From an optimization exercise on the open Yosys and OpenROAD flow, aimed at small area, a short achievable clock period and few clock cycles per item; shortcuts taken in it are not production practice. RTL that was checked went through simulation tests only; none was proved equivalent to the original. No functional check of the RTL was part of runs 1 to 4.

[flow/config.mk]
export PLATFORM = sky130hd
export DESIGN_NAME = rxp_ctr_de
export DESIGN_NICKNAME = rxp_ctr_de
export VERILOG_FILES = /design/flow/design.v
export SDC_FILE = /design/flow/constraint.sdc
export NUM_CORES = 4
export LEC_CHECK = 0
export CAP_MARGIN = 20
export CORE_MARGIN = 2
export CORE_UTILIZATION = 35
export PLACE_DENSITY = 0.45
export SLEW_MARGIN = 20
[flow/constraint.sdc]
create_clock -name core_clock -period 6.0 [get_ports {clk}]
set_input_delay 1.2000 -clock core_clock [delete_from_list [all_inputs] [get_ports {clk}]]
set_output_delay 1.2000 -clock core_clock [all_outputs]
set_load 0.01 [all_outputs]
[flow/design.v]
module aes_sbox (
  input  wire [7:0] a,
  output wire [7:0] y
);
  wire [3:0] d;
  assign d[0] = ((a[0] ^ a[3] ^ a[4] ^ a[6]) & (a[1] ^ a[2] ^ a[3] ^ a[5] ^ a[7]))
             ^ ((a[2] ^ a[5] ^ a[6]) & (a[4] ^ a[6]))
             ^ ((a[5]) & (a[6]))
             ^ ((a[3]) & (a[7]))
             ^ (a[0] ^ a[2] ^ a[5]);
  assign d[1] = ((a[0] ^ a[2] ^ a[6]) & (a[1] ^ a[4] ^ a[5] ^ a[6]))
             ^ ((a[2] ^ a[3] ^ a[5] ^ a[6]) & (a[4] ^ a[5]))
             ^ ((a[3]) & (a[5] ^ a[7]))
             ^ ((a[6]) & (a[7]))
             ^ (a[1] ^ a[2] ^ a[4] ^ a[6] ^ a[7]);
  assign d[2] = ((a[0] ^ a[6] ^ a[7]) & (a[2] ^ a[3]))
             ^ ((a[1] ^ a[5] ^ a[7]) & (a[3] ^ a[4] ^ a[5] ^ a[6] ^ a[7]))
             ^ ((a[4] ^ a[6]) & (a[5] ^ a[6]))
             ^ ((a[6]) & (a[7]))
             ^ (a[1] ^ a[2] ^ a[4] ^ a[6]);
  assign d[3] = ((a[1] ^ a[3] ^ a[4] ^ a[5] ^ a[6]) & (a[2] ^ a[3] ^ a[4] ^ a[5] ^ a[6] ^ a[7]))
             ^ ((a[0] ^ a[4] ^ a[6]) & (a[5] ^ a[7]))
             ^ ((a[4]) & (a[6] ^ a[7]))
             ^ ((a[3]) & (a[7]))
             ^ (a[3] ^ a[4] ^ a[5] ^ a[6]);
  reg [3:0] di;
  always @(*) begin
    case (d)
      4'd0: di = 4'd0;
      4'd1: di = 4'd1;
      4'd2: di = 4'd9;
      4'd3: di = 4'd14;
      4'd4: di = 4'd13;
      4'd5: di = 4'd11;
      4'd6: di = 4'd7;
      4'd7: di = 4'd6;
      4'd8: di = 4'd15;
      4'd9: di = 4'd2;
      4'd10: di = 4'd12;
      4'd11: di = 4'd5;
      4'd12: di = 4'd10;
      4'd13: di = 4'd4;
      4'd14: di = 4'd3;
      4'd15: di = 4'd8;
      default: di = 4'd0;
    endcase
  end
  wire [7:0] l0;
  assign l0[0] = a[0] ^ a[2] ^ a[3] ^ a[5];
  assign l0[1] = a[0] ^ a[2] ^ a[3] ^ a[6];
  assign l0[2] = a[0] ^ a[1] ^ a[2] ^ a[4];
  assign l0[3] = a[0] ^ a[1] ^ a[4] ^ a[6];
  assign l0[4] = a[0] ^ a[2] ^ a[3] ^ a[4];
  assign l0[5] = a[5] ^ a[6] ^ a[7];
  assign l0[6] = a[2] ^ a[3] ^ a[4] ^ a[5] ^ a[6];
  assign l0[7] = a[1] ^ a[2] ^ a[7];
  wire [7:0] l1;
  assign l1[0] = a[0] ^ a[4] ^ a[7];
  assign l1[1] = a[1] ^ a[3] ^ a[5] ^ a[6];
  assign l1[2] = a[0] ^ a[2] ^ a[3] ^ a[4] ^ a[5] ^ a[6] ^ a[7];
  assign l1[3] = a[0] ^ a[2] ^ a[3] ^ a[5] ^ a[6] ^ a[7];
  assign l1[4] = a[2] ^ a[3] ^ a[5] ^ a[6] ^ a[7];
  assign l1[5] = a[0] ^ a[5] ^ a[7];
  assign l1[6] = a[1] ^ a[5] ^ a[7];
  assign l1[7] = a[0] ^ a[3] ^ a[4] ^ a[5];
  wire [7:0] l2;
  assign l2[0] = a[2] ^ a[6] ^ a[7];
  assign l2[1] = a[1] ^ a[3] ^ a[5] ^ a[6] ^ a[7];
  assign l2[2] = a[0] ^ a[2] ^ a[3] ^ a[6];
  assign l2[3] = a[1] ^ a[2] ^ a[5] ^ a[6];
  assign l2[4] = a[0] ^ a[1] ^ a[4] ^ a[6] ^ a[7];
  assign l2[5] = a[0] ^ a[3] ^ a[4] ^ a[5] ^ a[7];
  assign l2[6] = a[1] ^ a[4] ^ a[6] ^ a[7];
  assign l2[7] = a[0] ^ a[1] ^ a[2];
  wire [7:0] l3;
  assign l3[0] = a[1] ^ a[3] ^ a[6];
  assign l3[1] = a[4] ^ a[5] ^ a[7];
  assign l3[2] = a[1] ^ a[3] ^ a[5] ^ a[6];
  assign l3[3] = a[3] ^ a[4] ^ a[7];
  assign l3[4] = a[0] ^ a[1] ^ a[2] ^ a[4] ^ a[5] ^ a[7];
  assign l3[5] = a[0] ^ a[2] ^ a[3] ^ a[4] ^ a[6];
  assign l3[6] = a[1];
  assign l3[7] = a[1] ^ a[2] ^ a[4] ^ a[6] ^ a[7];
  assign y = ({8{di[0]}} & l0) ^ ({8{di[1]}} & l1) ^ ({8{di[2]}} & l2) ^ ({8{di[3]}} & l3) ^ 8'h63;
endmodule
module rxp_ctr_de (
  input  wire         clk,
  input  wire         rst_n,
  input  wire         in_valid,
  output wire         in_ready,
  input  wire         in_first,
  input  wire [127:0] in_key,
  input  wire [127:0] in_iv,
  input  wire [127:0] in_data,
  output reg          out_valid,
  output wire [127:0] out_data
);
  reg  [3:0]  rnd;         
  reg         r1;          
  reg         r9;          
  reg         r10;         
  reg         ld;          
  reg [127:0] key_r;       
  reg [127:0] ctr_r;       
  reg [127:0] state;       
  reg [127:0] rk;          
  reg [127:0] data_r;      
  assign in_ready = r9;
  assign out_data = data_r;
  wire load  = in_valid && in_first && (r10 || (r1 && !ld));
  wire stall = r1 && (!in_valid || load);
  function [7:0] xtime;
    input [7:0] a;
    xtime = {a[6:0], 1'b0} ^ (a[7] ? 8'h1b : 8'h00);
  endfunction
  wire [127:0] x = state ^ rk;
  wire [7:0] s  [0:15];    
  wire [7:0] sb [0:15];    
  wire [7:0] sr [0:15];    
  wire [7:0] mc [0:15];    
  genvar i, c;
  generate
    for (i = 0; i < 16; i = i + 1) begin : g_sub
      assign s[i] = x[127 - 8*i -: 8];
      aes_sbox u_sbox (.a(s[i]), .y(sb[i]));
    end
    for (c = 0; c < 4; c = c + 1) begin : g_shift
      assign sr[4*c + 0] = sb[4*((c + 0) % 4) + 0];
      assign sr[4*c + 1] = sb[4*((c + 1) % 4) + 1];
      assign sr[4*c + 2] = sb[4*((c + 2) % 4) + 2];
      assign sr[4*c + 3] = sb[4*((c + 3) % 4) + 3];
    end
    for (c = 0; c < 4; c = c + 1) begin : g_mix
      wire [7:0] a0 = sr[4*c + 0];
      wire [7:0] a1 = sr[4*c + 1];
      wire [7:0] a2 = sr[4*c + 2];
      wire [7:0] a3 = sr[4*c + 3];
      assign mc[4*c + 0] = xtime(a0) ^ (xtime(a1) ^ a1) ^ a2 ^ a3;
      assign mc[4*c + 1] = a0 ^ xtime(a1) ^ (xtime(a2) ^ a2) ^ a3;
      assign mc[4*c + 2] = a0 ^ a1 ^ xtime(a2) ^ (xtime(a3) ^ a3);
      assign mc[4*c + 3] = (xtime(a0) ^ a0) ^ a1 ^ a2 ^ xtime(a3);
    end
  endgenerate
  wire [127:0] sr_vec, mc_vec;
  generate
    for (i = 0; i < 16; i = i + 1) begin : g_pack
      assign sr_vec[127 - 8*i -: 8] = sr[i];
      assign mc_vec[127 - 8*i -: 8] = mc[i];
    end
  endgenerate
  reg [7:0] rcon;
  always @(*) begin
    case (rnd)
      4'd1:    rcon = 8'h01;
      4'd2:    rcon = 8'h02;
      4'd3:    rcon = 8'h04;
      4'd4:    rcon = 8'h08;
      4'd5:    rcon = 8'h10;
      4'd6:    rcon = 8'h20;
      4'd7:    rcon = 8'h40;
      4'd8:    rcon = 8'h80;
      4'd9:    rcon = 8'h1b;
      default: rcon = 8'h36;
    endcase
  end
  wire [31:0] w0 = rk[127:96];
  wire [31:0] w1 = rk[95:64];
  wire [31:0] w2 = rk[63:32];
  wire [31:0] w3 = rk[31:0];
  wire [31:0] rot = {w3[23:0], w3[31:24]};
  wire [31:0] sub;
  generate
    for (i = 0; i < 4; i = i + 1) begin : g_ksub
      aes_sbox u_sbox (.a(rot[31 - 8*i -: 8]), .y(sub[31 - 8*i -: 8]));
    end
  endgenerate
  wire [31:0] t  = sub ^ {rcon, 24'h000000};
  wire [31:0] n0 = t ^ w0;
  wire [31:0] n1 = t ^ (w0 ^ w1);
  wire [31:0] n2 = t ^ (w0 ^ w1 ^ w2);
  wire [31:0] n3 = t ^ (w0 ^ w1 ^ w2 ^ w3);
  wire [127:0] next_rk = {n0, n1, n2, n3};
  wire [127:0] ctr_nx = load ? in_iv : r10 ? ctr_r + 128'd1 : ctr_r;
  always @(posedge clk) begin
    state  <= (r10 || stall) ? ctr_nx : mc_vec;
    data_r <= r10 ? (sr_vec ^ next_rk ^ data_r) : in_data;
  end
  always @(posedge clk) begin
    if (load || r10) ctr_r <= ctr_nx;
    if (load) begin
      rk    <= in_key;
      key_r <= in_key;
    end else if (r10) begin
      rk    <= key_r;
    end else if (!stall) begin
      rk    <= next_rk;
    end
  end
  always @(posedge clk) begin
    if (!rst_n) begin
      rnd       <= 4'd1;
      r1        <= 1'b1;
      r9        <= 1'b0;
      r10       <= 1'b0;
      ld        <= 1'b0;
      out_valid <= 1'b0;
    end else begin
      out_valid <= r10;
      if (r10) begin
        rnd <= 4'd1;
        r1  <= 1'b1;
        r10 <= 1'b0;
        ld  <= load;
      end else if (load) begin
        ld  <= 1'b1;
      end else if (!stall) begin
        rnd <= rnd + 4'd1;
        r1  <= 1'b0;
        r9  <= (rnd == 4'd8);
        r10 <= r9;
      end
    end
  end
endmodule
[flow/run.sh]
#!/bin/bash
# synth_recipe.tcl (not shown) runs the flow's synth.tcl, then flattens the netlist and writes it again
# the make line also repeats each setting of config.mk as NAME=value (left out here)
make -C /OpenROAD-flow-scripts/flow DESIGN_CONFIG=/design/flow/config.mk WORK_HOME=/design/flow/orfs CLKGATE_MAP_FILE= SYNTH_SCRIPT=/design/flow/synth_recipe.tcl finish
==> results.ini, run 1 <==
[routing]
vias = 59163
drt_wl_total_mm = 302.7
dr.pass1.iters = 6
post_drt_wl_per_cell_um = 26.23
vias_per_cell = 5.128
drtAntennaViolNets = 0
drt_iter0_markers = 4289
drc = 0

[yosys]
ys.flop_type = edfxtp_1
avgSynthCellArea_um2 = 9.101
yosys_warnings = 2
synth_cells = 7730
syn_area_mm2 = 0.07035
synthDistinctLibCells = 116
yosys-top-cells-area = xnor2_1, edfxtp_1, dfxtp_1, xor2_1, xnor3_1
ys_ff_latch = 657
ys_seq_area_share_pct = 24.16
synthArstFlopShare_pct = 0
yosys.area.top_type_share_pct = 22.15
synth-edff-count = 384
yosysTopAreaCell = xnor2_1
synth_fp_nets = 8282

[floorplanning]
start_util_pct = 35.20
rows = 164
die_h_um = 452.3
fp.coreArea_mm2 = 0.1999
die_area_mm2 = 0.2046
boundaryPins = 518
die_w_um = 452.3

[timing]
whs_ns = 0.4668
fin_crit_ns = 5.764
rsz0062_at_grt = true
fmax_ghz = 0.1735
skew_ns = 0.05000
post-route-period-util_pct = 96.06
setup_viol = 0
slew_headroom_pct = 30.42
final_max_slew_viol_count = 0
hold_violations = 0
worst_pin_slew_ns = 1.033

[global_routing]
grt-ovfl-total = 0
grt_pass1_vias = 58030
grt_pass1_wl_mm = 425.1
grt_max_degree = 153
antenna_found_initial = 13
grt.total_usage_pct = 28.66

[layout]
fin_area_mm2 = 0.08706
final_util_pct = 43.56
fill_cells = 19963
syn_to_final_growth_pct = 23.74
nNetsFinal = 9355
drive_gt1_share_pct = 16.12
fin_cells = 11538

[hold_path]
worstHoldPathType = reg2reg
hold_end = ld$_SDFFE_PN0P_
hold_depth = 2
worstHoldStart = ld$_SDFFE_PN0P_

[worst_setup_path]
path_class = reg2reg
reg2reg_from = rk[37]$_DFFE_PP_
cp_max_fo = 12
crit_chain = xnor2_4 -> inv_1 -> xnor3_1 -> xnor3_1 -> xor2_1 -> or3_1 -> and2_1 -> ha_1 -> nor2b_1 -> a211oi_1 -> or2_4 -> o21ai_0 -> nor4b_2 -> xnor2_2 -> xnor2_1 -> xnor2_1 -> xnor2_1 -> o21ai_0
cp.required_ns = 6.63
timing.rr.end = state[20]$_DFF_P_
cp_slowest_cell = xnor2_2
crit_buf_inv = 1
arrival_ns = 6.40
r2r_slack_ns = 0.24
cpMostUsedCell = xnor2_1
ff2ff_path_depth = 18
end_kind = flop
cpPeakStageDelay_ns = 0.58
cp_top_family = XOR/XNOR gates
cp-start-kind = flop

[placed_design]
dp_hpwl_mm = 248.8
routabilityCongestion = 0.9398
port_buffers = 517
dp_cells = 11328
placed_cell_area_mm2 = 0.08341

[job]
cap_violations = 0

[clock_tree]
clock_latency_ns = 0.78
cts_root_buf = clkbuf_16
cts_max_level = 3
clock-sinks = 657
cts_tree = done
hold_buffers = 0
clockBufferDepth = 3
cts_made_buffers = 87
clkTransAtPathRegs_ns = 0.08

[status]
outcome = no timing/DRC/antenna violations

cell families after synthesis:
kind of cell	after synthesis	synth area share, %
buffers and inverters	498	2.968
DFF	657	24.16
xor gates and xnor gates	2762	40.65
and+or+nand+nor	2099	13.26
muxes	328	5.090
adders and majority gates	173	3.046
AOI/OAI and AO/OA	1213	10.83
cells in the mapped netlist (15+ instances only):
cell type and n:
o21a_1 28, xnor3_1 131, o22ai_1 31, o211ai_1 46
nor2_1 706, nor3_1 109, xor2_2 30, xnor2_4 36
nand2b_1 44, dfxtp_1 273, and3_1 54, mux2i_1 181
xnor2_1 1779, a21o_1 38, inv_2 16, xor3_1 16
a31oi_1 40, buf_1 28, inv_1 156, nand2_1 742
nand4_1 41, xor2_1 590, or2_2 26, o21ai_0 381
and2_1 59, mux2_2 131, o211a_1 21, or3_1 37
ha_1 164, xnor2_2 168, buf_2 84, clkbuf_1 174
a211oi_1 57, nor4_1 15, buf_4 26, edfxtp_1 384
o221ai_1 18, nor2b_1 39, o21ai_1 66, a21oi_1 284
nand3_1 148, a22oi_1 16
placed cells by master (no fill, tap or decap), types with 179 or more instances in the layout:
cell type,count
a21oi_1,284
xor2_1,587
xnor2_1,1753
clkdlybuf4s50_1,517
mux2i_1,179
nand2_1,740
xnor2_2,185
dfxtp_1,272
nor2_1,705
edfxtp_1,384
buf_4,751
o21ai_0,381
metrics by stage:
stage / setup slack, ns / TNS (ns)
after detailed placement: -0.3171 / -0.9470
final: 0.2365 / 0
after CTS: 0.002887 / 0
after global routing: 0.001022 / 0
after floorplan: 0.5403 / 0
after global placement: -0.4680 / -1.830
worst max-delay path by stage:
stage / start / end / slack [ns] / cells past startpoint
floorplan: rk[14]$_DFFE_PP_ / state[83]$_DFF_P_ / 0.54 / 22
global placement: rk[37]$_DFFE_PP_ / state[20]$_DFF_P_ / -0.47 / 18
detailed placement: rk[13]$_DFFE_PP_ / rk[17]$_DFFE_PP_ / -0.32 / 18
CTS: rk[13]$_DFFE_PP_ / rk[17]$_DFFE_PP_ / 0.003 / 19
global route: rk[13]$_DFFE_PP_ / state[83]$_DFF_P_ / 0.001 / 19
finish: rk[37]$_DFFE_PP_ / state[20]$_DFF_P_ / 0.24 / 18
per-layer routing:
layer | up-vias | part of all wire [%] | track usage (%)
li1 | 28407 | - | -
met1 | 28888 | 43 | 36.40
met2 | 1485 | 48 | 48.35
met3 | 377 | 3.8 | 2.961
met4 | 6 | 5.6 | 14.14
met5 | - | 0.016 | 0
area by class of cell:
type                       instances  area, um2  share of cell area, %
inverter                         183      699.4                 0.8034
sequential                       657      17000                  19.53
clock buffer                     127       2469                  2.836
clock inverter                    37      464.2                 0.5332
antenna                            4      10.01                0.01150
timing repair buffer            1299      11430                  13.13
tap                             2656       3323                  3.817
multi-input combinational       6575      51660                  59.34
registers in the layout, indices dropped and copies added, names as in the netlist:
name,cells
ctr_r,128
data_r,128
key_r,128
ld,1
out_valid,1
r1,1
r10,1
r9,1
rcon,8
rk,128
rnd,4
state,128
worst min-delay path, cell delays in order (launching register included):
cell and delay, ns:
dfxtp_1 0.31, nand2_1 0.05, a21boi_0 0.06
what timing repair did:
action | in CTS | in global routing
hold endpoints to repair | 0 | 0
gates resized for setup | 5 | 37
setup buffers | 0 | 42
setup endpoints to repair | 12 | 93
pin swaps | 1 | 7
==> run 2, diff against run 1 <==
--- a/flow/config.mk
+++ b/flow/config.mk
@@ -11,2 +11,3 @@
 export PLACE_DENSITY = 0.45
+export SETUP_SLACK_MARGIN = 1.0
 export SLEW_MARGIN = 20
==> run 2 against run 1 <==
Against the previous run:
- still clean on timing, DRC and antenna
- routed wire length grew 7.2%
- clock skew shrank 0.0094 ns
- register-to-register slack gained 0.63 ns
- critical endpoint is now rk[11]$_DFFE_PP_
- worst hold slack is essentially flat
- cell count grew 6.9%
- setup slack gained 0.63 ns
==> results.ini, run 2 <==
[worst_setup_path]
cp-start-kind = flop
timing.rr.end = rk[11]$_DFFE_PP_
cp_max_fo = 6
ff2ff_path_depth = 20
end_kind = flop
path_class = reg2reg
cp.required_ns = 6.48
crit_start = rk[6]$_DFFE_PP_
reg2reg_from = rk[6]$_DFFE_PP_
arrival_ns = 5.62
r2r_slack_ns = 0.87

[routing]
drc = 0
drt_wl_total_mm = 324.5
vias_per_cell = 5.159
vias = 63642
drtAntennaViolNets = 0
post_drt_wl_per_cell_um = 26.30
drt_iter0_markers = 4779
dr.pass1.iters = 5

[layout]
final_common_cell = xnor2_1
drive_gt1_share_pct = 32.71
final_util_pct = 51.42
syn_to_final_growth_pct = 46.07
nNetsFinal = 10154
register_area_mm2 = 0.01702
final_cell_mix = xnor2_1, buf_4, nand2_1
multi_input_area_mm2 = 0.06020
fill_cells = 18646

[timing]
hold_violations = 0
rsz0062_at_grt = true
skew_ns = 0.04056
fin_crit_ns = 5.132
fmax_ghz = 0.1949
whs_ns = 0.4669
post-route-period-util_pct = 85.53
worst_pin_slew_ns = 1.050
slew_headroom_pct = 30.03
final_max_slew_viol_count = 0
setup_viol = 0

[status]
outcome = no timing/DRC/antenna violations

[hold_path]
worstHoldPathType = reg2reg
hold_depth = 2
worstHoldStart = ld$_SDFFE_PN0P_
hold_end = ld$_SDFFE_PN0P_

[placed_design]
routabilityCongestion = 0.9704
dp_hpwl_mm = 254.0
port_buffers = 517

[yosys]
synthArstFlopShare_pct = 0
synth_fa_ha_area_share_pct = 3.046
synth_most_common_cell = xnor2_1
yosys_warnings = 2
syn_area_mm2 = 0.07035
synth_compound_area_share_pct = 10.83
synth_xor_xnor_area_share_pct = 40.65
ys_seq_area_share_pct = 24.16
yosys-top-cells-area = xnor2_1, edfxtp_1, dfxtp_1, xor2_1, xnor3_1
synth_fp_nets = 8282
synth_top_family_by_area = XOR/XNOR gates
yosys.area_share.simple_pct = 13.26
muxShareOfSynthArea_pct = 5.090
ys.flop_type = edfxtp_1
yosys.area.top_type_share_pct = 22.15
ys_ff_latch = 657
synth_cells = 7730
synthDistinctLibCells = 116
synth-edff-count = 384
avgSynthCellArea_um2 = 9.101
yosysTopAreaCell = xnor2_1
synth_common_cells = xnor2_1, nand2_1, nor2_1, xor2_1, edfxtp_1

[clock_tree]
cts_made_buffers = 88
cts_root_buf = clkbuf_16
clock_latency_ns = 0.75
cts_tree = done
hold_buffers = 0
cts_max_level = 3
clock-sinks = 657
clockBufferDepth = 3
clkTransAtPathRegs_ns = 0.06

[global_routing]
antenna_found_initial = 5
grt_pass1_wl_mm = 444.1
grt-ovfl-total = 0
grt_max_degree = 100
grt.total_usage_pct = 29.94
grt_pass1_vias = 60394

[floorplanning]
die_area_mm2 = 0.2046
die_h_um = 452.3
fp.coreArea_mm2 = 0.1999
start_util_pct = 35.20
boundaryPins = 518
die_w_um = 452.3
rows = 164

[job]
cap_violations = 0

==> run 2: cell counts after synthesis <==
Identical to the previous run, type by type.
==> run 2: cell type report <==
type	count	share of cell area [%]
Clock buffer	136	2.640
Inverter	183	0.7451
Multi-Input combinational cell	6582	58.58
Sequential cell	657	16.56
Timing Repair Buffer	2090	17.97
Tap cell	2656	3.234
Antenna cell	2	0.004870
Clock inverter	30	0.2715
==> run 2: per-stage QoR <==
stage	TNS [ns]	cell area [um2]	setup slack [ns]	cells
global route	0	102800	0.7156	12335
finish	0	102800	0.8681	12336
CTS	0	92250	0.8447	11799
detailed placement	-2.506	83290	-0.3561	11300
floorplan	0	70520	1.004	7730
global placement	-1.649	83260	-0.3582	11300
==> run 2: how the worst max path moves through the flow <==
stage	to	slack (ns)	cells after the start
after global placement	rk[17]$_DFFE_PP_	-0.36	16
after detailed placement	rk[17]$_DFFE_PP_	-0.36	19
after global routing	rk[11]$_DFFE_PP_	0.72	19
final	rk[11]$_DFFE_PP_	0.87	20
after CTS	rk[11]$_DFFE_PP_	0.84	18
after floorplan	state[83]$_DFF_P_	1.00	22
==> run 2: what timing repair did <==
item / in CTS / in global routing
setup buffers: 330 / 526
setup endpoints to repair: 321 / 288
cloned: 3 / 9
gates resized for setup: 523 / 1089
pin swaps: 191 / 569
==> run 2: cells by family (layout without fill, tap and decap cells) <==
group | count (synthesis) | in the layout
compound gates | 1213 | 1214
xor+xnor | 2762 | 2762
fa+ha+maj | 173 | 173
buf+inv | 498 | 2439
flops | 657 | 657
mux | 328 | 332
other cells | 0 | 2
simple gates | 2099 | 2101
==> run 2: routing by layer <==
metal | share of wire [%] | up-vias | global-route usage, %
met4 | 6.3 | 2 | 15.68
met3 | 4.3 | 457 | 3.169
met2 | 48 | 1728 | 50.27
met5 | 0.0040 | - | 0
li1 | - | 29924 | -
met1 | 41 | 31531 | 37.84
==> run 2: critical path, stage by stage, from the launching register on <==
cell      delay, ns
edfxtp_1       0.44
buf_12         0.17
xor3_2         0.43
or3_4          0.42
and3_4         0.20
o31ai_4        0.26
xnor2_2        0.20
mux4_2         0.67
buf_6          0.19
buf_6          0.12
nor2_4         0.12
xor2_2         0.19
xnor2_2        0.16
xnor2_2        0.14
buf_6          0.18
xor2_4         0.21
xor2_2         0.17
buf_6          0.22
xnor2_4        0.17
o21ai_1        0.08
o21a_1         0.14
==> run 3, diff against run 2 <==
--- a/flow/config.mk
+++ b/flow/config.mk
@@ -11,3 +11,3 @@
 export PLACE_DENSITY = 0.45
-export SETUP_SLACK_MARGIN = 1.0
+export SETUP_SLACK_MARGIN = 2.0
 export SLEW_MARGIN = 20
==> run 3 against run 2 <==
Against the previous run:
- still clean on timing, DRC and antenna
- first-iteration DRC count fell by 6.9%
- utilization increased by 6.2 points
- flip-flop and latch count stayed put
- worst hold slack improved by 0.0061 ns
- global-route usage grew 0.066 points
- non-clock buffer count increased by 393
- die area unchanged
- clock-buffer cell count decreased by 7
- cell count grew 3.2%
- cell area is 12% higher
- highest routed layer unchanged
==> results.ini, run 3 <==
[timing]
setup_viol = 0
rsz0062_at_grt = true
whs_ns = 0.4730
slew_headroom_pct = 30.28
setup_ws_ns = 0.8720
final_max_slew_viol_count = 0
fmax_ghz = 0.1950
post-route-period-util_pct = 85.47
worst_pin_slew_ns = 1.038
fin_crit_ns = 5.128
hold_violations = 0
skew_ns = 0.03733

[worst_setup_path]
cp_top_family = XOR/XNOR gates
arrival_ns = 5.76
crit_buf_inv = 4
reg2reg_from = rk[26]$_DFFE_PP_
cp.required_ns = 6.63
ff2ff_path_depth = 21
cp_max_fo = 6
cpMostUsedCell = buf_6
r2r_slack_ns = 0.87
crit_chain = buf_6 -> buf_6 -> xnor2_4 -> xnor3_1 -> xnor2_2 -> or3_4 -> and2_4 -> ha_4 -> or3_4 -> o211ai_1 -> and2_4 -> nand2b_4 -> xnor2_4 -> xnor2_2 -> buf_6 -> xor2_4 -> xnor2_1 -> bufbuf_16 -> xor2_4 -> xnor2_1 -> mux2_2
timing.rr.end = data_r[2]$_DFF_P_
end_kind = flop
path_class = reg2reg
cpPeakStageDelay_ns = 0.46
cp-start-kind = flop
cp_slowest_cell = xnor3_1

[floorplanning]
fp.coreArea_mm2 = 0.1999
die_area_mm2 = 0.2046
start_util_pct = 35.20
die_w_um = 452.3
boundaryPins = 518
die_h_um = 452.3
rows = 164

[routing]
dr.pass1.iters = 6
drt_wl_total_mm = 333.9
drt_iter0_markers = 4451
vias_per_cell = 5.173
drtAntennaViolNets = 0
vias = 65861
drc = 0
post_drt_wl_per_cell_um = 26.23

[placed_design]
routabilityCongestion = 0.9553
port_buffers = 517
place_ws_ns = -0.4964
dp_hpwl_mm = 253.4

[yosys]
synth_common_cells = xnor2_1, nand2_1, nor2_1, xor2_1, edfxtp_1
yosysTopAreaCell = xnor2_1
synthDistinctLibCells = 116
synth_fp_nets = 8282
synth-edff-count = 384
ys_seq_area_share_pct = 24.16
avgSynthCellArea_um2 = 9.101
ys.flop_type = edfxtp_1
yosys-top-cells-area = xnor2_1, edfxtp_1, dfxtp_1, xor2_1, xnor3_1
syn_area_mm2 = 0.07035
ys_ff_latch = 657
synth_most_common_cell = xnor2_1
synth_cells = 7730
synthArstFlopShare_pct = 0
yosys.area.top_type_share_pct = 22.15
yosys_warnings = 2

[layout]
syn_to_final_growth_pct = 63.61
nNetsFinal = 10551
fill_cells = 17256
register_area_mm2 = 0.01702
drive_gt1_share_pct = 42.96
multi_input_area_mm2 = 0.06746
final_common_cell = buf_4
final_cell_mix = buf_4, xnor2_1, nand2_1

[global_routing]
antenna_found_initial = 11
grt_pass1_vias = 60392
grt_pass1_wl_mm = 444.2
grt-ovfl-total = 0
grt_max_degree = 110
grt.total_usage_pct = 30.00

[job]
cap_violations = 0

[clock_tree]
hold_buffers = 0
clockBufferDepth = 3
clock-sinks = 657
cts_root_buf = clkbuf_16
clkTransAtPathRegs_ns = 0.06
cts_tree = done
cts_made_buffers = 88
clock_latency_ns = 0.76
cts_max_level = 3

[hold_path]
worstHoldStart = ld$_SDFFE_PN0P_
hold_end = ld$_SDFFE_PN0P_
worstHoldPathType = reg2reg
hold_depth = 2

[status]
outcome = no timing/DRC/antenna violations

run 3: layout make-up:
class | count | share of cell area [%]
antenna | 3 | 0.006522
clock inverter | 34 | 0.3446
multi-input combinational | 6586 | 58.60
clock buffer | 129 | 2.269
tap | 2656 | 2.887
inverter | 183 | 0.6718
timing repair buffer | 2483 | 20.44
sequential | 657 | 14.78
run 3: worst min-delay path, cell delays in order (launching register included):
cell,delay [ns]
dfxtp_1,0.31
nand2_1,0.05
a21boi_0,0.06
run 3: worst max path at each step:
stage                            from            endpoint  slack (ns)  cells past startpoint
finish               rk[26]$_DFFE_PP_   data_r[2]$_DFF_P_        0.87                     21
global route         rk[29]$_DFFE_PP_     rk[6]$_DFFE_PP_        0.72                     23
CTS                  rk[10]$_DFFE_PP_   state[76]$_DFF_P_        0.96                     22
detailed placement   rk[13]$_DFFE_PP_    rk[19]$_DFFE_PP_       -0.50                     22
global placement     rk[14]$_DFFE_PP_    rk[19]$_DFFE_PP_       -0.43                     16
floorplan           rk[121]$_DFFE_PP_  state[100]$_DFF_P_        1.25                     20
run 3: timing repair:
action,in CTS,in global routing
setup buffers,396,892
cloned,4,16
setup endpoints to repair,432,435
pin swaps,246,988
gates resized for setup,597,2335
run 3: kinds of logic (layout without fill, tap and decap cells):
family | after synthesis | count (layout) | synth area share [%]
AOI/OAI and AO/OA | 1213 | 1214 | 10.83
xor gates and xnor gates | 2762 | 2765 | 40.65
adders and majority gates | 173 | 173 | 3.046
buffers and inverters | 498 | 2829 | 2.968
DFF | 657 | 657 | 24.16
muxes | 328 | 330 | 5.090
other | 0 | 3 | 0
and+or+nand+nor | 2099 | 2104 | 13.26
run 3: per-stage QoR:
| stage | setup TNS (ns) | instances | util (%) | instance area, um2 |
|---|---|---|---|---|
| after floorplan | 0 | 7730 | - | 72510 |
| after global placement | -0.4608 | 11257 | 42.41 | 84760 |
| after detailed placement | -0.5135 | 11257 | 42.41 | 84760 |
| after CTS | 0 | 11820 | 47.58 | 95100 |
| after global routing | 0 | 12729 | 57.59 | 115100 |
| final | 0 | 12731 | 57.59 | 115100 |
run 3: routing by layer:
| metal | GRT usage [%] | share of wire, % |
|---|---|---|
| met3 | 2.634 | 3.9 |
| met2 | 51.51 | 49 |
| met4 | 11.80 | 5.4 |
| met1 | 38.83 | 42 |
| met5 | 0 | 0.0039 |
==> run 4, diff against run 3 <==
--- a/flow/config.mk
+++ b/flow/config.mk
@@ -9,5 +9,4 @@
 export CORE_MARGIN = 2
-export CORE_UTILIZATION = 35
-export PLACE_DENSITY = 0.45
-export SETUP_SLACK_MARGIN = 2.0
+export CORE_UTILIZATION = 50
+export PLACE_DENSITY = 0.6
 export SLEW_MARGIN = 20
==> run 4 against run 3 <==
Against the previous run:
- critical path depth unchanged
- register-to-register slack got worse by 0.71 ns
- utilization increased by 3.2 points
- worst hold slack about the same
- routed wire length decreased by 15%
- clock-buffer cell count decreased by 10
- synthesized cell count unchanged
- sequential share of layout area increased by 5.3 points
- clock skew decreased by 0.0012 ns
- cell area decreased by 26%
- via count decreased by 7.2%
==> results.ini, run 4 <==
[timing]
post-route-period-util_pct = 97.27
worst_pin_slew_ns = 1.221
skew_ns = 0.03615
fin_crit_ns = 5.836
hold_violations = 0
slew_headroom_pct = 17.82
setup_viol = 0
whs_ns = 0.4727
fmax_ghz = 0.1713
final_max_slew_viol_count = 0

[worst_setup_path]
reg2reg_from = rk[24]$_DFFE_PP_
r2r_slack_ns = 0.16
crit_chain = xnor2_2 -> xnor3_1 -> xnor2_1 -> or3_1 -> and2_1 -> ha_1 -> or3_1 -> o211ai_1 -> and2_1 -> a21oi_1 -> buf_4 -> xnor3_1 -> xor2_1 -> buf_4 -> xnor2_2 -> xor2_2 -> buf_4 -> xor2_1 -> xnor2_1 -> buf_4 -> mux2_2
timing.rr.end = data_r[6]$_DFF_P_
path_class = reg2reg
end_kind = flop
crit_start = rk[24]$_DFFE_PP_
endpoint = data_r[6]$_DFF_P_
arrival_ns = 6.44
cpPeakStageDelay_ns = 0.52
cp_slowest_cell = edfxtp_1
cp_max_fo = 5
cpMostUsedCell = buf_4
cp.required_ns = 6.60
ff2ff_path_depth = 21
cp-start-kind = flop

[yosys]
synth_fp_nets = 8282
syn_area_mm2 = 0.07035
synthDistinctLibCells = 116
ys_seq_area_share_pct = 24.16
yosys-top-cells-area = xnor2_1, edfxtp_1, dfxtp_1, xor2_1, xnor3_1
yosys.area.top_type_share_pct = 22.15
yosysTopAreaCell = xnor2_1
synth-edff-count = 384
synth_cells = 7730
yosys_warnings = 2
ys_ff_latch = 657
avgSynthCellArea_um2 = 9.101
ys.flop_type = edfxtp_1
synthArstFlopShare_pct = 0
synth_common_cells = xnor2_1, nand2_1, nor2_1, xor2_1, edfxtp_1
synth_most_common_cell = xnor2_1

[clock_tree]
cts_root_buf = clkbuf_16
cts_max_level = 3
clock-sinks = 657
clkTransAtPathRegs_ns = 0.06
cts_made_buffers = 80
clockBufferDepth = 3
cts_tree = done
clock_latency_ns = 0.73

[layout]
final_cell_mix = xnor2_1, nand2_1, nor2_1
final_util_pct = 60.80
nNetsFinal = 9218
final_common_cell = xnor2_1
fin_cells = 10618
syn_to_final_growth_pct = 20.59
drive_gt1_share_pct = 14.76

[routing]
vias = 61121
drt_iter0_markers = 6435
dr.pass1.iters = 6
drt_wl_total_mm = 284.3
drc = 0
drtAntennaViolNets = 0
post_drt_wl_per_cell_um = 26.78
vias_per_cell = 5.756

[floorplanning]
start_util_pct = 50.42
die_h_um = 379.1
fp.coreArea_mm2 = 0.1395
boundaryPins = 518
die_w_um = 379.1
die_area_mm2 = 0.1437
rows = 137

[job]
cap_violations = 0

[placed_design]
dp_hpwl_mm = 231.5
routabilityCongestion = 1.010
port_buffers = 517
dp_cells = 10442

[global_routing]
grt_pass1_vias = 57915
antenna_found_initial = 14
grt.total_usage_pct = 38.55
grt_max_degree = 120
grt-ovfl-total = 0
grt_pass1_wl_mm = 402.5

[hold_path]
worstHoldStart = ld$_SDFFE_PN0P_
worstHoldPathType = reg2reg

[status]
outcome = no timing/DRC/antenna violations

==> run 4: cell counts after synthesis <==
Identical to the previous run, type by type.
==> run 4: through the flow <==
stage          instance area (um2)  setup TNS (ns)  worst slack [ns]
2_1_floorplan                70360               0            0.5403
3_3_place_gp                 81550          -2.934           -0.6886
3_5_place_dp                 81580          -2.718           -0.6628
4_1_cts                      84390               0          0.008473
5_1_grt                      84820      -0.0006599        -0.0006599
6_report                     84840               0            0.1640
==> run 4: area by class of cell <==
class	instances	area, um2
Inverter	183	699.4
Tap cell	1876	2347
Fill cell	12356	54700
Clock inverter	30	350.3
Timing Repair Buffer	1169	10400
Antenna cell	9	22.52
Clock buffer	119	2366
Multi-Input combinational cell	6575	51650
Sequential cell	657	17000
==> run 4: how the worst min path moves through the flow <==
| stage | slack, ns | end | cells past startpoint |
|---|---|---|---|
| after global placement | 0.45 | ld$_SDFFE_PN0P_ | 2 |
| after CTS | 0.47 | ld$_SDFFE_PN0P_ | 2 |
| final | 0.47 | ld$_SDFFE_PN0P_ | 2 |
| after detailed placement | 0.46 | ld$_SDFFE_PN0P_ | 2 |
| after global routing | 0.49 | ld$_SDFFE_PN0P_ | 2 |
| after floorplan | 0.44 | rcon[6]$_SDFF_PP0_ | 1 |
==> run 4: kinds of logic (layout without fill, tap and decap cells) <==
group | count (synthesis) | count (layout) | synth area share, %
DFF | 657 | 657 | 24.16
adders and majority gates | 173 | 173 | 3.046
and+or+nand+nor | 2099 | 2099 | 13.26
other | 0 | 9 | 0
muxes | 328 | 328 | 5.090
AOI/OAI and AO/OA | 1213 | 1213 | 10.83
buffers and inverters | 498 | 1501 | 2.968
xor gates and xnor gates | 2762 | 2762 | 40.65
==> run 4: critical path: cells and delay by family (launching register included) <==
| family | cells | cell delay, ns |
|---|---|---|
| mux | 1 | 0.25 |
| xor+xnor | 9 | 2.38 |
| fa+ha+maj | 1 | 0.22 |
| simple gates | 4 | 1.26 |
| flops | 1 | 0.52 |
| compound gates | 2 | 0.25 |
| buf+inv | 4 | 0.82 |
==> run 4: repair_timing <==
action,CTS,global route
resized for setup,8,38
setup endpoints to repair,21,107
buffers inserted,2,16
hold buffers,0,0
pin swaps,1,5
==> run 4: routing by layer <==
metal	GRT usage, %	part of all wire [%]	routed length, um
met5	0	0.047	134
met2	59.75	44	124500
met3	7.566	9.0	25540
met4	19.50	6.0	17100
met1	50.99	41	117000
==> run 5, diff against run 4 <==
--- a/flow/design.v
+++ b/flow/design.v
@@ -1,4 +1,4 @@
-module aes_sbox (
+module aes_sbox_d (
   input  wire [7:0] a,
-  output wire [7:0] y
+  output reg  [3:0] di
 );
@@ -25,3 +25,2 @@
              ^ (a[3] ^ a[4] ^ a[5] ^ a[6]);
-  reg [3:0] di;
   always @(*) begin
@@ -47,2 +46,8 @@
   end
+endmodule
+module aes_sbox_y (
+  input  wire [7:0] a,
+  input  wire [3:0] di,
+  output wire [7:0] y
+);
   wire [7:0] l0;
@@ -95,18 +100,21 @@
   output reg          out_valid,
-  output wire [127:0] out_data
+  output reg  [127:0] out_data
 );
-  reg  [3:0]  rnd;         
-  reg         r1;          
-  reg         r9;          
-  reg         r10;         
-  reg         ld;          
+  reg         va, vb;      
+  reg  [3:0]  ra, rb;      
+  reg         rdy;         
   reg [127:0] key_r;       
   reg [127:0] ctr_r;       
-  reg [127:0] state;       
-  reg [127:0] rk;          
-  reg [127:0] data_r;      
-  assign in_ready = r9;
-  assign out_data = data_r;
-  wire load  = in_valid && in_first && (r10 || (r1 && !ld));
-  wire stall = r1 && (!in_valid || load);
+  reg [127:0] x;           
+  reg [127:0] ka;          
+  reg [127:0] ya;          
+  reg  [63:0] yd;          
+  reg [127:0] kp;          
+  reg  [31:0] kw;          
+  reg  [15:0] kd;          
+  reg [127:0] d0, d1;      
+  assign in_ready = rdy;
+  wire accept = in_valid && rdy;
+  wire [127:0] blk_key = in_first ? in_key : key_r;
+  wire [127:0] blk_ctr = in_first ? in_iv  : ctr_r + 128'd1;
   function [7:0] xtime;
@@ -115,4 +123,14 @@
   endfunction
-  wire [127:0] x = state ^ rk;
-  wire [7:0] s  [0:15];    
+  wire [63:0] xd;
+  wire [15:0] kxd;
+  wire [31:0] rot = {ka[23:0], ka[31:24]};    
+  genvar i, c;
+  generate
+    for (i = 0; i < 16; i = i + 1) begin : g_da
+      aes_sbox_d u_d (.a(x[127 - 8*i -: 8]), .di(xd[63 - 4*i -: 4]));
+    end
+    for (i = 0; i < 4; i = i + 1) begin : g_dk
+      aes_sbox_d u_d (.a(rot[31 - 8*i -: 8]), .di(kxd[15 - 4*i -: 4]));
+    end
+  endgenerate
   wire [7:0] sb [0:15];    
@@ -120,7 +138,5 @@
   wire [7:0] mc [0:15];    
-  genvar i, c;
-  generate
-    for (i = 0; i < 16; i = i + 1) begin : g_sub
-      assign s[i] = x[127 - 8*i -: 8];
-      aes_sbox u_sbox (.a(s[i]), .y(sb[i]));
+  generate
+    for (i = 0; i < 16; i = i + 1) begin : g_yb
+      aes_sbox_y u_y (.a(ya[127 - 8*i -: 8]), .di(yd[63 - 4*i -: 4]), .y(sb[i]));
     end
@@ -152,3 +168,3 @@
   always @(*) begin
-    case (rnd)
+    case (rb)
       4'd1:    rcon = 8'h01;
@@ -165,11 +181,7 @@
   end
-  wire [31:0] w0 = rk[127:96];
-  wire [31:0] w1 = rk[95:64];
-  wire [31:0] w2 = rk[63:32];
-  wire [31:0] w3 = rk[31:0];
-  wire [31:0] rot = {w3[23:0], w3[31:24]};
+  wire [31:0] krot = {kw[23:0], kw[31:24]};
   wire [31:0] sub;
   generate
-    for (i = 0; i < 4; i = i + 1) begin : g_ksub
-      aes_sbox u_sbox (.a(rot[31 - 8*i -: 8]), .y(sub[31 - 8*i -: 8]));
+    for (i = 0; i < 4; i = i + 1) begin : g_yk
+      aes_sbox_y u_y (.a(krot[31 - 8*i -: 8]), .di(kd[15 - 4*i -: 4]), .y(sub[31 - 8*i -: 8]));
     end
@@ -177,21 +189,21 @@
   wire [31:0] t  = sub ^ {rcon, 24'h000000};
-  wire [31:0] n0 = t ^ w0;
-  wire [31:0] n1 = t ^ (w0 ^ w1);
-  wire [31:0] n2 = t ^ (w0 ^ w1 ^ w2);
-  wire [31:0] n3 = t ^ (w0 ^ w1 ^ w2 ^ w3);
-  wire [127:0] next_rk = {n0, n1, n2, n3};
-  wire [127:0] ctr_nx = load ? in_iv : r10 ? ctr_r + 128'd1 : ctr_r;
-  always @(posedge clk) begin
-    state  <= (r10 || stall) ? ctr_nx : mc_vec;
-    data_r <= r10 ? (sr_vec ^ next_rk ^ data_r) : in_data;
-  end
-  always @(posedge clk) begin
-    if (load || r10) ctr_r <= ctr_nx;
-    if (load) begin
-      rk    <= in_key;
-      key_r <= in_key;
-    end else if (r10) begin
-      rk    <= key_r;
-    end else if (!stall) begin
-      rk    <= next_rk;
+  wire [127:0] next_rk = kp ^ {t, t, t, t};
+  wire last = vb && (rb == 4'd10);
+  always @(posedge clk) begin
+    ya <= x;
+    yd <= xd;
+    kp <= {ka[127:96], ka[127:96] ^ ka[95:64], ka[127:96] ^ ka[95:64] ^ ka[63:32],
+           ka[127:96] ^ ka[95:64] ^ ka[63:32] ^ ka[31:0]};
+    kw <= ka[31:0];
+    kd <= kxd;
+    x  <= rdy ? (blk_ctr ^ blk_key) : (mc_vec ^ next_rk);
+    ka <= rdy ? blk_key : next_rk;
+    d0 <= rdy ? in_data : d1;
+    d1 <= d0;
+    out_data <= sr_vec ^ next_rk ^ d1;
+  end
+  always @(posedge clk) begin
+    if (accept) begin
+      key_r <= blk_key;
+      ctr_r <= blk_ctr;
     end
@@ -200,24 +212,16 @@
     if (!rst_n) begin
-      rnd       <= 4'd1;
-      r1        <= 1'b1;
-      r9        <= 1'b0;
-      r10       <= 1'b0;
-      ld        <= 1'b0;
+      va        <= 1'b0;
+      vb        <= 1'b0;
+      rdy       <= 1'b1;
       out_valid <= 1'b0;
     end else begin
-      out_valid <= r10;
-      if (r10) begin
-        rnd <= 4'd1;
-        r1  <= 1'b1;
-        r10 <= 1'b0;
-        ld  <= load;
-      end else if (load) begin
-        ld  <= 1'b1;
-      end else if (!stall) begin
-        rnd <= rnd + 4'd1;
-        r1  <= 1'b0;
-        r9  <= (rnd == 4'd8);
-        r10 <= r9;
-      end
-    end
+      vb        <= va;
+      va        <= accept || (vb && !last);
+      rdy       <= !va || (ra == 4'd10);
+      out_valid <= last;
+    end
+  end
+  always @(posedge clk) begin
+    rb <= ra;
+    ra <= rdy ? 4'd1 : rb + 4'd1;
   end
--- a/flow/config.mk
+++ b/flow/config.mk
@@ -9,4 +9,4 @@
 export CORE_MARGIN = 2
-export CORE_UTILIZATION = 50
-export PLACE_DENSITY = 0.6
+export CORE_UTILIZATION = 35
+export PLACE_DENSITY = 0.45
 export SLEW_MARGIN = 20
==> run 5 against run 4 <==
Against the previous run:
- synthesized area rose by 19%
- via count fell by 0.29%
- routed wire length rose by 9.6%
- critical path depth fell by 12
- utilization fell by 20 points
- maximum frequency rose by 33%
- synthesized cell count rose by 10%
- non-clock buffer count fell by 486
==> results.ini, run 5 <==
[placed_design]
placed_cell_area_mm2 = 0.09242
routabilityCongestion = 0.9156
port_buffers = 517
dp_hpwl_mm = 247.7

[worst_setup_path]
cp-start-kind = flop
cpMostUsedCell = xnor2_1
cp_slowest_cell = xnor2_1
path_class = reg2reg
crit_chain = xnor2_2 -> or2_2 -> a21oi_1 -> xor3_1 -> xnor2_1 -> xor2_1 -> xnor3_1 -> xnor2_1 -> mux2i_1
cp.required_ns = 6.68
crit_buf_inv = 0
cp_top_family = XOR/XNOR gates
cpPeakStageDelay_ns = 0.89
cp_max_fo = 12
arrival_ns = 5.09
end_kind = flop

[yosys]
ys_ff_latch = 1284
yosysTopAreaCell = dfxtp_1
avgSynthCellArea_um2 = 9.858
ys_seq_area_share_pct = 33.71
yosys-top-cells-area = dfxtp_1, xnor2_1, edfxtp_1, xor2_1, xnor3_1
yosys.area.top_type_share_pct = 24.54
syn_area_mm2 = 0.08386
synthArstFlopShare_pct = 0
synthDistinctLibCells = 94
synth_common_cells = xnor2_1, dfxtp_1, xor2_1, nand2_1, nor2_1
synth_cells = 8507
synth_most_common_cell = xnor2_1
synth_fp_nets = 9082
yosys_warnings = 2
ys.flop_type = dfxtp_1
synth-edff-count = 256

[status]
outcome = no timing/DRC/antenna violations

[clock_tree]
ctsResizeCount = 0
clock-sinks = 1284
clock_latency_ns = 0.83
cts_max_level = 4
cts_made_buffers = 161
cts_root_buf = clkbuf_16
clkTransAtPathRegs_ns = 0.06
clockBufferDepth = 3
cts_tree = done
hold_buffers = 0
post_cts_buffers = 0

[floorplanning]
fp.coreArea_mm2 = 0.2381
die_w_um = 493.5
boundaryPins = 518
rows = 179
die_area_mm2 = 0.2435
start_util_pct = 35.22
die_h_um = 493.5

[timing]
finalSetupTns_ns = 0
post-route-period-util_pct = 73.40
hold_violations = 0
slew_headroom_pct = 14.43
worst_pin_slew_ns = 1.274
whs_ns = 0.3160
final_max_slew_viol_count = 0
skew_ns = 0.03836
fmax_ghz = 0.2271
rsz0062_at_grt = false
setup_viol = 0
fin_crit_ns = 4.404

[global_routing]
grt_max_degree = 136
grt.total_usage_pct = 24.88
antenna_found_initial = 20
grt-ovfl-total = 0
grt_pass1_wl_mm = 438.7
grt_pass1_vias = 59716

[routing]
drc = 0
vias_per_cell = 5.012
dr.pass1.iters = 6
drtAntennaViolNets = 0
vias = 60944
drt_iter0_markers = 4887
drt_wl_total_mm = 311.7
post_drt_wl_per_cell_um = 25.63

[layout]
final_cell_mix = xnor2_1, dfxtp_1, xor2_1
syn_to_final_growth_pct = 16.84
final_util_pct = 41.16
drive_gt1_share_pct = 8.323
final_common_cell = xnor2_1
fin_area_mm2 = 0.09798
nNetsFinal = 9433

[job]
cap_violations = 0

[hold_path]
worstHoldPathType = reg2reg

## run 5: final cells by class
cell class | count | area (um2)
fillers | 23144 | 140100
multi-input cells | 6445 | 52580
flip-flops and latches | 1284 | 28270
repair buffers | 683 | 6555
clock buffers | 225 | 4708
well taps | 3167 | 3963
inverters | 283 | 1065
clock inverters | 67 | 828.3
diodes | 5 | 12.51
## run 5: metrics by stage
step	instances	setup WS (ns)
floorplan	8507	1.196
global placement	11861	1.309
detailed placement	11862	1.616
CTS	12154	1.596
global route	12156	1.421
finish	12159	1.596
## run 5: path summary, 6_finish.rpt
path	from	endpoint	cells after the start	slack, ns
worst max-delay path	kw[23]$_DFF_P_	x[89]$_DFF_P_	9	1.60
worst min-delay path	d0[114]$_DFF_P_	d1[114]$_DFF_P_	0	0.32
worst max register to register	kw[23]$_DFF_P_	x[89]$_DFF_P_	9	1.60
worst min register to register	d0[114]$_DFF_P_	d1[114]$_DFF_P_	0	0.32
## run 5: per-layer routing
layer  global-route usage (%)  share of wire (%)  up-vias
met1                    34.64                 46    29931
met3                    3.724                5.8      337
met4                    8.804                3.8        4
met2                    39.03                 45     1730
li1                         -                  -    28942
met5                        0             0.0071        -
## run 5: logic make-up after synthesis
logic type,Yosys count,synth area share [%]
multiplexers,508,6.520
AO/OA/AOI/OAI,999,7.287
buffers and inverters,778,3.769
adder cells (fa/ha/maj),223,3.220
flip-flops,1284,33.71
AND/OR/NAND/NOR,1746,9.094
XOR/XNOR,2969,36.40
Testbench counts of run 5, summed over its fixed seeds: cycles 48,016, items 4,800.
==> run 6, diff against run 5 <==
--- a/flow/config.mk
+++ b/flow/config.mk
@@ -7,2 +7,3 @@
 export LEC_CHECK = 0
+export ABC_AREA = 1
 export CAP_MARGIN = 20
==> run 6 against run 5 <==
Against the previous run:
- still clean on timing, DRC and antenna
- worst hold slack got worse by 0.011 ns
- clock-buffer cell count increased by 7
- via count up 62%
- setup slack gained 0.18 ns
- non-clock buffer count shrank 110
- clock skew rose by 0.027 ns
- highest routed layer unchanged
==> results.ini, run 6 <==
[yosys]
ys_seq_area_share_pct = 29.60
synthDistinctLibCells = 53
ys.flop_type = dfxtp_1
yosys-top-cells-area = nand2_1, dfxtp_1, xor2_1, nand3_1, edfxtp_1
synth_cells = 15260
ys_ff_latch = 1284
yosys.area.top_type_share_pct = 23.93
synth-edff-count = 256
yosys_warnings = 2
yosysTopAreaCell = nand2_1
syn_area_mm2 = 0.09549
avgSynthCellArea_um2 = 6.258
synth_most_common_cell = nand2_1
synth_common_cells = nand2_1, inv_1, nand3_1, dfxtp_1, xor2_1
synth_fp_nets = 15835
synthArstFlopShare_pct = 0

[floorplanning]
rows = 191
fp.coreArea_mm2 = 0.2710
boundaryPins = 518
die_w_um = 526.3
die_h_um = 526.3
die_area_mm2 = 0.2770
start_util_pct = 35.24

[layout]
final_cell_mix = nand2_1, inv_1, nand3_1
fill_cells = 29518
multi_input_area_mm2 = 0.05884
syn_to_final_growth_pct = 14.60
register_area_mm2 = 0.02827
final_common_cell = nand2_1
drive_gt1_share_pct = 3.407
nNetsFinal = 16179

[routing]
drtAntennaViolNets = 0
dr.pass1.iters = 6
vias_per_cell = 5.115
drt_wl_total_mm = 469.4
drc = 0
vias = 98847
drt_iter0_markers = 10473
post_drt_wl_per_cell_um = 24.29

[worst_setup_path]
path_class = reg2reg
timing.rr.end = x[86]$_DFF_P_
end_kind = flop
reg2reg_from = ctr_r[0]$_DFFE_PP_
arrival_ns = 4.96
cp_max_fo = 5
endpoint = x[86]$_DFF_P_
ff2ff_path_depth = 13
cp.required_ns = 6.74
cp-start-kind = flop
r2r_slack_ns = 1.78
crit_start = ctr_r[0]$_DFFE_PP_

[placed_design]
routabilityCongestion = 1.027
dp_hpwl_mm = 391.9
port_buffers = 517

[global_routing]
grt.total_usage_pct = 32.56
grt_pass1_wl_mm = 650.1
grt_max_degree = 143
grt-ovfl-total = 0
antenna_found_initial = 63
grt_pass1_vias = 88000

[clock_tree]
cts_root_buf = clkbuf_16
ctsResizeCount = 0
clkTransAtPathRegs_ns = 0.06
hold_buffers = 0
clockBufferDepth = 4
cts_made_buffers = 166
cts_max_level = 4
cts_tree = done
clock-sinks = 1284
post_cts_buffers = 0
clock_latency_ns = 0.90

[job]
cap_violations = 0

[timing]
hold_violations = 0
skew_ns = 0.06582
worst_pin_slew_ns = 1.354
fmax_ghz = 0.2367
fin_crit_ns = 4.225
setup_viol = 0
finalSetupTns_ns = 0
whs_ns = 0.3046
post-route-period-util_pct = 70.41
final_max_slew_viol_count = 0
slew_headroom_pct = 8.758
rsz0062_at_grt = false

[status]
outcome = no timing/DRC/antenna violations

[hold_path]
worstHoldPathType = reg2reg

==> run 6: cell types whose count changed in the layout (fill, tap and decap cells not counted), sizes merged, moves of 98 or more <==
cell	before	now
mux2i	283	15
nor2	417	718
or2	10	123
xnor2	1826	492
xnor3	254	0
o21ai	391	796
nand3	137	1733
buf	167	57
inv	294	1768
xor2	843	1020
nand2	823	6137
mux2	216	0
nand4	39	137
==> run 6: per-stage QoR <==
step	cells	setup WS, ns	utilization, %	cell area (um2)
2_1_floorplan	15260	0.4882	-	95500
3_3_place_gp	19005	1.917	38.33	103900
3_5_place_dp	19006	1.917	38.33	103900
4_1_cts	19304	1.922	40.36	109400
5_1_grt	19308	1.481	40.37	109400
6_report	19324	1.775	40.38	109400
==> run 6: final cells by class <==
| type | instances | area share, % |
|---|---|---|
| Multi-Input combinational cell | 11820 | 53.77 |
| Sequential cell | 1284 | 25.83 |
| Inverter | 1759 | 6.050 |
| Timing Repair Buffer | 573 | 5.194 |
| Clock buffer | 232 | 4.378 |
| Tap cell | 3570 | 4.082 |
| Clock inverter | 66 | 0.6483 |
| Antenna cell | 20 | 0.04573 |
==> run 6: kinds of logic (layout without fill, tap and decap cells) <==
kind of cell | after synthesis | in the layout | synth area share (%)
DFF | 1284 | 1284 | 29.60
muxes | 15 | 15 | 0.1572
AOI/OAI and AO/OA | 1040 | 1040 | 5.651
xor gates and xnor gates | 1512 | 1512 | 14.00
adders and majority gates | 187 | 187 | 2.450
buffers and inverters | 2156 | 2630 | 8.796
and+or+nand+nor | 9066 | 9066 | 39.34
other | 0 | 20 | 0
==> run 6: worst max-delay path, cell delays in order (launching register included) <==
cell,delay (ns)
edfxtp_1,0.38
ha_1,0.29
nand3_1,0.31
nor2_1,0.40
nand3_1,0.23
nor2_1,0.13
nand4_1,0.21
nor4_1,0.80
nand2_1,0.30
xor2_1,0.22
nand2_1,0.06
nand2_1,0.28
o21ai_0,0.40
nand2_1,0.08
==> run 6: worst min path at each step <==
stage                    startpoint              end  slack, ns  cells after the start
global placement    d0[126]$_DFF_P_  d1[126]$_DFF_P_       0.31                      0
global route        d0[125]$_DFF_P_  d1[125]$_DFF_P_       0.33                      0
floorplan             d0[0]$_DFF_P_    d1[0]$_DFF_P_       0.31                      0
CTS                 d0[125]$_DFF_P_  d1[125]$_DFF_P_       0.31                      0
finish              d0[125]$_DFF_P_  d1[125]$_DFF_P_       0.30                      0
detailed placement   d0[22]$_DFF_P_   d1[22]$_DFF_P_       0.31                      0
==> run 6: routing by layer <==
metal  wire, um  vias to the layer above  track usage, %
met1     216600                    45918           46.91
met2     190700                     3838           47.15
met4      23580                       14           14.26
li1           -                    48475               -
met3      38410                      602           5.474
met5         95                        -               0
==> run 7, diff against run 6 <==
--- a/flow/config.mk
+++ b/flow/config.mk
@@ -7,3 +7,2 @@
 export LEC_CHECK = 0
-export ABC_AREA = 1
 export CAP_MARGIN = 20
@@ -12,2 +11,3 @@
 export PLACE_DENSITY = 0.45
+export SETUP_SLACK_MARGIN = 3.0
 export SLEW_MARGIN = 20
==> run 7 against run 6 <==
Against the previous run:
- synthesized area is 12% lower
- cell count decreased by 33%
- critical path type unchanged
- non-clock buffer count up 807
- cell area up 2.8%
- synthesized cell count shrank 44%
- flip-flop and latch count unchanged
- clock skew shrank 0.0061 ns
- die area is 12% lower
- first-iteration DRC count fell by 47%
==> results.ini, run 7 <==
[status]
outcome = no timing/DRC/antenna violations

[worst_setup_path]
cp.required_ns = 6.67
endpoint = x[83]$_DFF_P_
timing.rr.end = x[83]$_DFF_P_
cp_max_fo = 4
crit_chain = clkinvlp_4 -> nor4_4 -> nand4_4 -> buf_12 -> buf_12 -> buf_8 -> nor4_4 -> buf_4 -> nand2_2 -> xor2_1 -> o21ai_1 -> xnor2_1 -> a21oi_2
crit_buf_inv = 5
reg2reg_from = ctr_r[40]$_DFFE_PP_
cp_top_family = simple AND/OR/NAND/NOR gates
arrival_ns = 3.79
cp_slowest_cell = nor4_4
r2r_slack_ns = 2.88
ff2ff_path_depth = 13
cp-start-kind = flop
crit_start = ctr_r[40]$_DFFE_PP_
end_kind = flop
path_class = reg2reg
cpPeakStageDelay_ns = 0.41
crit_cells = 13

[floorplanning]
die_h_um = 493.5
die_w_um = 493.5
rows = 179
fp.coreArea_mm2 = 0.2381
die_area_mm2 = 0.2435
boundaryPins = 518
start_util_pct = 35.22

[global_routing]
grt_max_degree = 142
grt_pass1_vias = 61946
antenna_found_initial = 26
grt.total_usage_pct = 25.96
grt_pass1_wl_mm = 457.4
grt-ovfl-total = 0

[timing]
setup_viol = 0
fmax_ghz = 0.3200
worst_pin_slew_ns = 1.027
rsz0062_at_grt = true
skew_ns = 0.05970
slew_headroom_pct = 29.60
post-route-period-util_pct = 52.08
hold_violations = 0
setup_ws_ns = 2.875
whs_ns = 0.3155
finalSetupTns_ns = 0
final_max_slew_viol_count = 0
fin_crit_ns = 3.125

[yosys]
ys_seq_area_share_pct = 33.71
yosys.area.top_type_share_pct = 24.54
synth_cells = 8507
synth_fp_nets = 9082
yosys_warnings = 2
synth_common_cells = xnor2_1, dfxtp_1, xor2_1, nand2_1, nor2_1
syn_area_mm2 = 0.08386
ys_ff_latch = 1284
yosysTopAreaCell = dfxtp_1
synth_most_common_cell = xnor2_1
ys.flop_type = dfxtp_1
synth-edff-count = 256
synthArstFlopShare_pct = 0
synthDistinctLibCells = 94
yosys-top-cells-area = dfxtp_1, xnor2_1, edfxtp_1, xor2_1, xnor3_1
avgSynthCellArea_um2 = 9.858

[placed_design]
port_buffers = 517
dp_hpwl_mm = 250.4
placed_cell_area_mm2 = 0.09239
dp_cells = 11860
place_ws_ns = 1.808
routabilityCongestion = 0.9165

[routing]
vias = 64659
post_drt_wl_per_cell_um = 25.66
drt_wl_total_mm = 330.1
vias_per_cell = 5.028
drtAntennaViolNets = 0
drc = 0
drt_iter0_markers = 5596
dr.pass1.iters = 6

[layout]
final_cell_mix = xnor2_1, nand2_1, buf_4
final_util_pct = 47.24
syn_to_final_growth_pct = 34.11
drive_gt1_share_pct = 26.72
nNetsFinal = 10127
final_common_cell = xnor2_1
fin_cells = 12861
fin_area_mm2 = 0.1125

[clock_tree]
clock-sinks = 1284
clkTransAtPathRegs_ns = 0.06
clockBufferDepth = 3
clock_latency_ns = 0.84
cts_tree = done
cts_root_buf = clkbuf_16
hold_buffers = 0
cts_max_level = 4
cts_made_buffers = 157

[hold_path]
worstHoldPathType = reg2reg

[job]
cap_violations = 0

==> run 7: changes by cell type in the layout (fill, tap and decap cells not counted), moves of 475 or more <==
cell / previous run / this run
o21ai_0: 765 / 290
xnor2_1: 485 / 1402
buf_4: 49 / 746
nand2_1: 6088 / 813
inv_1: 1738 / 274
nand3_1: 1732 / 131
==> run 7: worst min-delay path by stage <==
stage                     from               to  depth (start not counted)
6_report        d0[86]$_DFF_P_   d1[86]$_DFF_P_                          0
5_1_grt         d0[67]$_DFF_P_   d1[67]$_DFF_P_                          0
4_1_cts         d0[86]$_DFF_P_   d1[86]$_DFF_P_                          0
3_5_place_dp   d0[109]$_DFF_P_  d1[109]$_DFF_P_                          0
3_3_place_gp    d0[50]$_DFF_P_   d1[50]$_DFF_P_                          0
2_1_floorplan    d0[0]$_DFF_P_    d1[0]$_DFF_P_                          0
==> run 7: final cells by class <==
class,count,area [um2]
multi-input combinational,6446,60300
fill,21942,125600
timing repair buffer,1380,12630
clock buffer,218,4522
antenna,10,25.02
tap,3167,3963
clock inverter,73,917.1
sequential,1284,29030
inverter,283,1081
==> run 7: cell families (layout without fill, tap and decap cells) <==
| logic type | after synthesis | after routing | synth area share, % |
|---|---|---|---|
| mux | 508 | 508 | 6.520 |
| flops | 1284 | 1284 | 33.71 |
| compound gates | 999 | 999 | 7.287 |
| fa+ha+maj | 223 | 223 | 3.220 |
| simple gates | 1746 | 1747 | 9.094 |
| buf+inv | 778 | 1954 | 3.769 |
| other cells | 0 | 10 | 0 |
| xor+xnor | 2969 | 2969 | 36.40 |
==> run 7: metal layers <==
metal	vias up	GRT usage [%]	wire [um]
met1	31812	36.59	148800
met2	2108	40.29	146800
met4	4	9.698	14330
met3	456	3.474	20060
met5	-	0	27
li1	30279	-	-
==> run 7: timing repair <==
action	4_1_cts	5_1_grt
endpoints found under the setup margin	548	263
pin swaps	280	345
setup buffers	299	397
cloned	2	2
resized for setup	1154	587

## port drivers added, routing unchanged
The flow's constraints put no driver on any port. The routed layouts listed below were extracted and timed again, unchanged, in two steps.
Step 1, drivers: a clkbuf_16 drives clk and a buf_2 each remaining input, both assumed.
Step 2, shift: input delay + t, output delay - t, t = (earliest + latest rising clock arrival at the registers) / 2. This alone moves slack from input paths to output paths.
a / b / c = ideal / step 1 / step 2; a / b = the first two.
run | shift t [ns] | setup slack, ns | hold slack, ns | worst setup path after step 2
run 1 | 0.837 | 0.236 / 0.236 / 0.236 | 0.467 / 0.467 / 0.467 | register to register
run 2 | 0.829 | 0.868 / 0.868 / 0.868 | 0.467 / 0.467 / 0.467 | register to register
run 3 | 0.829 | 0.872 / 0.872 / 0.872 | 0.473 / 0.473 / 0.473 | register to register
run 4 | 0.795 | 0.164 / 0.164 / 0.164 | 0.473 / 0.473 / 0.473 | register to register
run 5 | 0.914 | 1.596 / 1.596 / 1.596 | 0.316 / 0.316 / 0.316 | register to register
run 6 | 0.969 | 1.775 / 1.775 / 1.775 | 0.305 / 0.305 / 0.305 | register to register
run 7 | 0.904 | 2.875 / 2.875 / 2.298 | 0.316 / 0.316 / 0.316 | input to register
After both steps every run listed still meets setup and hold. The setup slack of run 7, which loses most, moves by 0.000 ns with the drivers and by -0.577 ns with both steps.
